Background: an optimization exercise with open tools, aiming at small area, a short achievable clock period and few clock cycles per item. Do not read the settings as production practice.
In this exercise RTL edits were held to simulation tests only and were not proved equivalent to the original.

<file path="design/flow/design.v">
module tss1_encoder (
    input  wire         clk,
    input  wire         rst,
    input  wire         start,
    input  wire         status,
    input  wire [63:0]  horiz,
    input  wire [63:0]  vert,
    input  wire [63:0]  heave,
    input  wire [63:0]  roll,
    input  wire [63:0]  pitch,
    output wire         busy,
    output reg          done,
    output reg          ok,
    output reg  [2:0]   fault_field,
    output reg  [207:0] record
);
    localparam [63:0] C_0_0383   = 64'h3FA39C0EBEDFA440;  
    localparam [63:0] C_0_000625 = 64'h3F447AE147AE147B;  
    localparam [63:0] C_9_771    = 64'h40238AC083126E98;  
    localparam [63:0] C_9_81     = 64'h40239EB851EB851F;  
    localparam [63:0] C_M20_48   = 64'hC0347AE147AE147B;  
    localparam [63:0] C_20_47    = 64'h40347851EB851EB8;  
    localparam [63:0] C_M99_99   = 64'hC058FF5C28F5C28F;  
    localparam [63:0] C_99_99    = 64'h4058FF5C28F5C28F;  
    localparam [52:0] DIV_H_M = {1'b1, C_0_0383[51:0]};
    localparam [52:0] DIV_V_M = {1'b1, C_0_000625[51:0]};
    localparam signed [12:0] DIV_H_E = 13'sd1018 - 13'sd1075;
    localparam signed [12:0] DIV_V_E = 13'sd1012 - 13'sd1075;
    localparam [1:0] S_IDLE = 2'd0, S_DIVH = 2'd1, S_DIVV = 2'd2, S_FIN = 2'd3;
    reg  [1:0]  state;
    reg  [5:0]  cnt;
    reg  [63:0] r_h, r_v, r_hv, r_r, r_p;
    reg         r_st;
    reg  [53:0] rem;
    reg  [56:0] quo;
    reg  [56:0] q_h, q_v;
    reg         sticky_h, sticky_v;
    wire [52:0] div_m   = (state == S_DIVV) ? DIV_V_M : DIV_H_M;
    wire        rem_ge  = (rem >= {1'b0, div_m});
    wire [53:0] rem_sub = rem - {1'b0, div_m};
    wire [53:0] rem_nxt = rem_ge ? {rem_sub[52:0], 1'b0} : {rem[52:0], 1'b0};
    wire [56:0] quo_nxt = {quo[55:0], rem_ge};
    assign busy = (state != S_IDLE);
    wire ok_h, ok_v, ok_hv, ok_r, ok_p;
    tss1_range u_rng_h  (.x(r_h),  .lo(64'h8000000000000000), .hi(C_9_81),  .in_range(ok_h));
    tss1_range u_rng_v  (.x(r_v),  .lo(C_M20_48),             .hi(C_20_47), .in_range(ok_v));
    tss1_range u_rng_hv (.x(r_hv), .lo(C_M99_99),             .hi(C_99_99), .in_range(ok_hv));
    tss1_range u_rng_r  (.x(r_r),  .lo(C_M99_99),             .hi(C_99_99), .in_range(ok_r));
    tss1_range u_rng_p  (.x(r_p),  .lo(C_M99_99),             .hi(C_99_99), .in_range(ok_p));
    wire       fin_ok = ok_h & ok_v & ok_hv & ok_r & ok_p;
    wire [2:0] fin_field = !ok_h  ? 3'd0 :
                           !ok_v  ? 3'd1 :
                           !ok_hv ? 3'd2 :
                           !ok_r  ? 3'd3 :
                           !ok_p  ? 3'd4 : 3'd0;
    wire        h_zero  = (r_h[62:52] == 11'd0);
    wire        h_trunc = !r_h[63] && (r_h[62:0] >= C_9_771[62:0]);
    wire signed [12:0] h_exp = $signed({2'b00, r_h[62:52]}) - 13'sd1075 - DIV_H_E - 13'sd56;
    wire [16:0] h_int;
    tss1_round u_rnd_h (.m(q_h), .sticky(sticky_h), .e(h_exp), .zero(h_zero),
                        .trunc(h_trunc), .result(h_int));
    wire [7:0]  code_h = (h_int > 17'd255) ? 8'd255 : h_int[7:0];
    wire        v_zero = (r_v[62:52] == 11'd0);
    wire signed [12:0] v_exp = $signed({2'b00, r_v[62:52]}) - 13'sd1075 - DIV_V_E - 13'sd56;
    wire [16:0] v_int;
    tss1_round u_rnd_v (.m(q_v), .sticky(sticky_v), .e(v_exp), .zero(v_zero),
                        .trunc(1'b0), .result(v_int));
    wire [15:0] code_v = r_v[63] ? (16'd0 - v_int[15:0]) : v_int[15:0];
    wire [39:0] f_hv, f_r, f_p;
    tss1_decfield u_dec_hv (.x(r_hv), .field(f_hv));
    tss1_decfield u_dec_r  (.x(r_r),  .field(f_r));
    tss1_decfield u_dec_p  (.x(r_p),  .field(f_p));
    wire [7:0] ch_status = r_st ? 8'h48 : 8'h46;
    wire [15:0] hx_h, hx_vl, hx_vh;
    tss1_hex2 u_hex_h  (.b(code_h),       .chars(hx_h));
    tss1_hex2 u_hex_vl (.b(code_v[7:0]),  .chars(hx_vl));
    tss1_hex2 u_hex_vh (.b(code_v[15:8]), .chars(hx_vh));
    wire [207:0] fin_record = {
        8'h0A,           
        f_p,             
        8'h20,           
        f_r,             
        ch_status,       
        f_hv,            
        8'h20,           
        hx_vh,           
        hx_vl,           
        hx_h,            
        8'h3A            
    };
    always @(posedge clk) begin
        if (rst) begin
            state <= S_IDLE;
            done  <= 1'b0;
            cnt   <= 6'd0;
        end else begin
            done <= 1'b0;
            case (state)
                S_IDLE: begin
                    if (start) begin
                        r_h   <= horiz;
                        r_v   <= vert;
                        r_hv  <= heave;
                        r_r   <= roll;
                        r_p   <= pitch;
                        r_st  <= status;
                        rem   <= {1'b0, (horiz[62:52] != 11'd0), horiz[51:0]};
                        quo   <= 57'd0;
                        cnt   <= 6'd0;
                        state <= S_DIVH;
                    end
                end
                S_DIVH: begin
                    rem <= rem_nxt;
                    quo <= quo_nxt;
                    cnt <= cnt + 6'd1;
                    if (cnt == 6'd56) begin
                        q_h      <= quo_nxt;
                        sticky_h <= (rem_nxt != 54'd0);
                        rem      <= {1'b0, (r_v[62:52] != 11'd0), r_v[51:0]};
                        quo      <= 57'd0;
                        cnt      <= 6'd0;
                        state    <= S_DIVV;
                    end
                end
                S_DIVV: begin
                    rem <= rem_nxt;
                    quo <= quo_nxt;
                    cnt <= cnt + 6'd1;
                    if (cnt == 6'd56) begin
                        q_v      <= quo_nxt;
                        sticky_v <= (rem_nxt != 54'd0);
                        state    <= S_FIN;
                    end
                end
                S_FIN: begin
                    ok          <= fin_ok;
                    fault_field <= fin_field;
                    record      <= fin_record;
                    done        <= 1'b1;
                    state       <= S_IDLE;
                end
                default: state <= S_IDLE;
            endcase
        end
    end
endmodule
module tss1_range (
    input  wire [63:0] x,
    input  wire [63:0] lo,
    input  wire [63:0] hi,
    output wire        in_range
);
    wire is_nan = (x[62:52] == 11'h7FF) && (x[51:0] != 52'd0);
    wire signed [64:0] kx = x[63] ? -$signed({2'b00, x[62:0]}) : $signed({2'b00, x[62:0]});
    wire signed [64:0] kl = lo[63] ? -$signed({2'b00, lo[62:0]}) : $signed({2'b00, lo[62:0]});
    wire signed [64:0] kh = hi[63] ? -$signed({2'b00, hi[62:0]}) : $signed({2'b00, hi[62:0]});
    assign in_range = !is_nan && (kx >= kl) && (kx <= kh);
endmodule
module tss1_round (
    input  wire [56:0]        m,
    input  wire               sticky,
    input  wire signed [12:0] e,
    input  wire               zero,
    input  wire               trunc,
    output wire [16:0]        result
);
    wire [52:0] sig   = m[56] ? m[56:4] : m[55:3];
    wire        g     = m[56] ? m[3]    : m[2];
    wire        st    = m[56] ? (|m[2:0] | sticky) : (|m[1:0] | sticky);
    wire signed [12:0] e1 = m[56] ? e + 13'sd4 : e + 13'sd3;
    wire [53:0] sum   = {1'b0, sig} + {53'd0, g & (st | sig[0])};
    wire [52:0] sig2  = sum[53] ? sum[53:1] : sum[52:0];
    wire signed [12:0] e2 = sum[53] ? e1 + 13'sd1 : e1;
    wire signed [12:0] sh_s = -e2;
    wire        tiny  = (sh_s > 13'sd56);
    wire [5:0]  sh    = (sh_s < 13'sd36) ? 6'd36 : (tiny ? 6'd56 : sh_s[5:0]);
    wire [116:0] wide = {sig2, 64'd0} >> sh;    
    wire [16:0] ipart = wide[80:64];
    wire        rbit  = wide[63];
    wire        rst_b = |wide[62:0];
    wire        up    = !trunc && rbit && (rst_b || ipart[0]);
    assign result = (zero || tiny) ? 17'd0 : ipart + {16'd0, up};
endmodule
module tss1_decfield (
    input  wire [63:0] x,
    output wire [39:0] field
);
    wire        zero = (x[62:52] == 11'd0);
    wire [52:0] mx   = {1'b1, x[51:0]};
    wire [59:0] prod = mx * 60'd100;
    wire signed [12:0] e = $signed({2'b00, x[62:52]}) - 13'sd1075 + 13'sd3;
    wire [16:0] mag;
    tss1_round u_rnd (.m(prod[59:3]), .sticky(|prod[2:0]), .e(e), .zero(zero),
                      .trunc(1'b0), .result(mag));
    reg [15:0] bcd;
    integer i;
    always @(*) begin
        bcd = 16'd0;
        for (i = 13; i >= 0; i = i - 1) begin
            if (bcd[3:0]   >= 4'd5) bcd[3:0]   = bcd[3:0]   + 4'd3;
            if (bcd[7:4]   >= 4'd5) bcd[7:4]   = bcd[7:4]   + 4'd3;
            if (bcd[11:8]  >= 4'd5) bcd[11:8]  = bcd[11:8]  + 4'd3;
            if (bcd[15:12] >= 4'd5) bcd[15:12] = bcd[15:12] + 4'd3;
            bcd = {bcd[14:0], mag[i]};
        end
    end
    wire neg = x[63] && (x[62:0] != 63'd0);
    assign field = {4'h3, bcd[3:0], 4'h3, bcd[7:4], 4'h3, bcd[11:8], 4'h3, bcd[15:12],
                    neg ? 8'h2D : 8'h20};
endmodule
module tss1_hex2 (
    input  wire [7:0]  b,
    output wire [15:0] chars
);
    wire [3:0] hi = b[7:4];
    wire [3:0] lo = b[3:0];
    wire [7:0] c_hi = (hi < 4'd10) ? (8'h30 + {4'd0, hi}) : (8'h37 + {4'd0, hi});
    wire [7:0] c_lo = (lo < 4'd10) ? (8'h30 + {4'd0, lo}) : (8'h37 + {4'd0, lo});
    assign chars = {c_lo, c_hi};
endmodule
</file>
<file path="design/flow/run.sh">
#!/bin/bash
# synth_recipe.tcl (not shown) runs the flow's synth.tcl, then flattens the netlist and writes it again
# the make line also repeats each setting of config.mk as NAME=value (left out here)
make -C /OpenROAD-flow-scripts/flow DESIGN_CONFIG=/design/flow/config.mk WORK_HOME=/design/flow/orfs CLKGATE_MAP_FILE= SYNTH_SCRIPT=/design/flow/synth_recipe.tcl finish
</file>
<file path="design/flow/config.mk">
export PLATFORM = sky130hd
export DESIGN_NAME = tss1_encoder
export DESIGN_NICKNAME = tss1_encoder
export VERILOG_FILES = /design/flow/design.v
export SDC_FILE = /design/flow/constraint.sdc
export NUM_CORES = 4
export LEC_CHECK = 0
export CAP_MARGIN = 20
export CORE_MARGIN = 2
export CORE_UTILIZATION = 40
export SLEW_MARGIN = 20
</file>
<file path="design/flow/constraint.sdc">
create_clock -name core_clock -period 20.0 [get_ports {clk}]
set_input_delay 4.0000 -clock core_clock [delete_from_list [all_inputs] [get_ports {clk}]]
set_output_delay 4.0000 -clock core_clock [all_outputs]
set_load 0.01 [all_outputs]
</file>
==> summary.md <==
| Metric | Value |
|---|---|
| Status | complete, no violations |
| Post-synth EDFFs | 646 |
| Routed Antenna Nets | 0 |
| Nets | 15900 |
| Pre-CTS setup slack | -0.227 ns |
| Non-Filler Instances | around 18000 |
| Crit-path max cell delay | 0.59 ns |
| # Max-Cap Violations | 0 |
| Root Driver | clkbuf_16 |
| Critical path peak fanout | 26 |
| Critical Path Source Type | flop |
| Asr flop ratio synth | 0% |
| Initial DRC Count | 8535 |
| H-tree levels | 3 |
| Worst Clk Skew | 0.0528 ns |
| Setup slack after layout | 1.06 ns |
| Die Ht | 520 um |
| Commonest cells after routing, fill and taps aside | nand2_1, nor2_1, inv_1 |
| Synth Warn # | 2 |
| Die area | 270000 sq um |
| Post-Syn Instances | 14200 |
| Main synth FF type | edfxtp_1 |
| Critical path data arrival time | between 15 and 20 ns |
| Sequential element share of the synthesized area | 18.4% |
| Clock sink count | approximately 660 |
| Area grow syn2layout | 13.3% |
| Commonest non-fill, non-tap cell in the layout | nand2_1 |
| Syn Std Cell Area | ~110000 sq um |
| Cts bufs inserted | 86 |
| Most Frequent Cell on Critical Path | ha_1 |
| Final min period | around 19 ns |
| Vias per cell | 5.80 |
| Number of cell rows | about 190 |
| Drt total wl | ~340000 um |
| Slowest CP cell | or4_1 |
| Final Hold Vio Count | 0 |
| Filler instances | around 27000 |
| Post-synthesis average cell area | between 7 and 8 sq um |
| Hold buffers post-CTS | 0 |
| Placer congestion estimate | 0.974 |
| First-pass GRT wire length | 536000 um |
| Critical Path RT | 20.53 ns |
| Worst rel slew slack | between 20% and 30% |
| Pin count of the biggest net entering global routing | 88 |
| Tcrit/Tclk final | between 90% and 100% |
| Routed len/inst | 18.7 um |
| Yosys cell types | 155 |
| Actual slew at the worst max-slew pin | 1.15 ns |
| Crit path buffers/inverters | 12 |
| TritonRoute pass-1 iters | 6 |
| Hold Crit Class | reg2reg |
| Post-DP HPWL | 274000 um |
| # setup viols final | 0 |
| Tot GR Track Use | between 20% and 30% |
| Max Clock Freq | 52.8 MHz |
| CP delay by family, top | compound AO/OA/AOI/OAI gates |
| Vias | 106000 |
| CP Class | reg2reg |
| Final number of max-transition violations | 0 |
| Worst skew pair latency | 0.82 ns |
| Share of cells above drive strength 1 | 9.70% |
| DRC | 0 |
| Total global routing overflow | 0 |
| Post-synthesis register bit count | ~660 |
| Worst-path clk slew | 0.06 ns |
| Core Area | roughly 260000 sq um |
| CTS tree | built |
| Die W | 520 um |
| Clk buf depth | 4 |
| Total I/O pin count | 538 |
| Crit path capture type | flop |
| Initial core utilization | 40.1% |
| Number of global-route vias before repair | just under 100k |
| PortBufs | about 430 |
| Initial antenna violation count | 26 |
| Placed Cells | 17900 |
==> Yosys cell counts, drive strengths merged (45+ instances only) <==
| master | count | area share, % |
|---|---|---|
| nor3 | 491 | 2.4 |
| nand2b | 123 | 0.72 |
| o31ai | 131 | 0.98 |
| nand4 | 300 | 1.8 |
| mux2 | 121 | 1.3 |
| nand2 | 1478 | 5.2 |
| and3 | 168 | 0.99 |
| a211o | 52 | 0.43 |
| a221oi | 45 | 0.45 |
| clkbuf | 450 | 1.6 |
| fa | 142 | 2.7 |
| a21oi | 1044 | 5.0 |
| nand3 | 482 | 2.3 |
| or2 | 105 | 0.62 |
| o32ai | 51 | 0.48 |
| nor2b | 97 | 0.57 |
| inv | 1057 | 3.7 |
| or4 | 85 | 0.62 |
| a21boi | 81 | 0.58 |
| mux2i | 345 | 3.3 |
| o22ai | 63 | 0.38 |
| o2bb2ai | 60 | 0.49 |
| xnor2 | 574 | 4.8 |
| nor2 | 1329 | 4.7 |
| a2111oi | 47 | 0.49 |
| o211ai | 165 | 1.2 |
| a32oi | 64 | 0.56 |
| a31oi | 156 | 0.96 |
| o21bai | 53 | 0.37 |
| xor2 | 350 | 2.9 |
| a21o | 156 | 1.1 |
| ha | 839 | 9.9 |
| a22oi | 53 | 0.39 |
| edfxtp | 646 | 18 |
| nor4 | 187 | 1.2 |
| a211oi | 147 | 1.1 |
| o2111ai | 52 | 0.43 |
| o21a | 116 | 0.82 |
| and2 | 195 | 1.1 |
| o21ai | 928 | 4.4 |
| or3 | 159 | 0.95 |
| buf | 316 | 1.7 |
==> registers in the layout (all words and copies together) (netlist names) <==
signal       count
r_hv            64
r_st             1
ok               1
state            2
r_h             64
sticky_h         1
record          95
rem             54
cnt              6
fault_field      3
r_v             64
quo             56
q_h             57
r_r             64
done             1
r_p             64
q_v             57
sticky_v         1
==> stage by stage <==
| stage | cell area [sq um] | util (%) | setup TNS [ns] | hold slack, ns |
|---|---|---|---|---|
| 6_report | 120000 | 45.5 | 0 | 0.461 |
| 5_1_grt | 120000 | 45.5 | -1.35 | 0.490 |
| 4_1_cts | 118000 | 44.6 | 0 | 0.467 |
| 3_5_place_dp | 115000 | 43.5 | -0.521 | 0.453 |
| 3_3_place_gp | 115000 | 43.5 | -0.0165 | 0.433 |
| 2_1_floorplan | 107000 | - | -0.0349 | 0.421 |
==> timing repair <==
action,CTS,global route
setup buffers,3,134
pin swaps,1,55
resized for setup,5,341
gates cloned,0,1
endpoints found under the setup margin,6,45
==> worst paths after layout <==
kind / from / end / slack [ns] / cells after the start
worst max-delay path: r_r[36] / record[138] / 1.06 / 78
worst min-delay path: r_st / record[107] / 0.46 / 0
worst max register to register: r_r[36] / record[138] / 1.06 / 78
worst min register to register: r_st / record[107] / 0.46 / 0
==> cell families after synthesis <==
family	count (synthesis)	synth area share, %
buffers and inverters	1829	7.07
flip-flops	655	18.4
AND/OR/NAND/NOR	5443	25.2
AO/OA/AOI/OAI	3879	24.3
other	2	0.00707
multiplexers	467	4.60
XOR/XNOR	929	7.81
adder cells (fa/ha/maj)	982	12.6
==> metal layers <==
| metal | vias up | global-route usage, % | part of all wire (%) |
|---|---|---|---|
| met2 | 3032 | 39.8 | 46 |
| met3 | 508 | 2.11 | 4.8 |
| met4 | 4 | 9.00 | 4.0 |
| li1 | 52500 | - | - |
| met5 | - | 0 | 0.0070 |
| met1 | 49400 | 32.0 | 45 |
==> cell type report <==
| cell class | count | area (sq um) | share of cell area, % |
|---|---|---|---|
| multi-input cells | 11800 | 81100 | 67.4 |
| flip-flops and latches | 655 | 19600 | 16.3 |
| repair buffers | 967 | 8420 | 6.99 |
| well taps | 3533 | 4420 | 3.67 |
| inverters | 1063 | 3990 | 3.31 |
| clock buffers | 96 | 2190 | 1.82 |
| clock inverters | 57 | 687 | 0.570 |
| diodes | 14 | 35.0 | 0.0291 |
==> worst register-to-register path: cells and delay by family (launching register included) <==
kind,cells,cell delay (ns)
adder cells (fa/ha/maj),13,3.34
multiplexers,1,0.35
flip-flops,1,0.47
AO/OA/AOI/OAI,31,7.42
XOR/XNOR,1,0.29
buffers and inverters,12,1.47
AND/OR/NAND/NOR,20,5.32
Testbench counts, summed over its fixed seeds: cycles 174,000, items 1,500.

afterwards: timing with drivers on the ports:
The flow's constraints put no driver on any port. The routed layout listed below was extracted and timed again, unchanged, in two steps. Step 1: set_driving_cell puts a clkbuf_16 on clk and a buf_2 on each other input, an assumption about the parent block. Step 2 times the ports against the registers' clock, not the clock port: input delays grow and output delays shrink by t, the midpoint of the rising clock arrivals with the driver on. Three values: no drivers, after step 1, after step 2; two values: the first two.
shift t [ns]: 0.891
setup WS [ns]: 1.064 / 1.064 / 1.064
worst setup path after step 2: register to register
After both steps setup and hold are still met in this run. For this run, drivers alone change the setup slack by 0.000 ns; drivers and shift together by 0.000 ns.
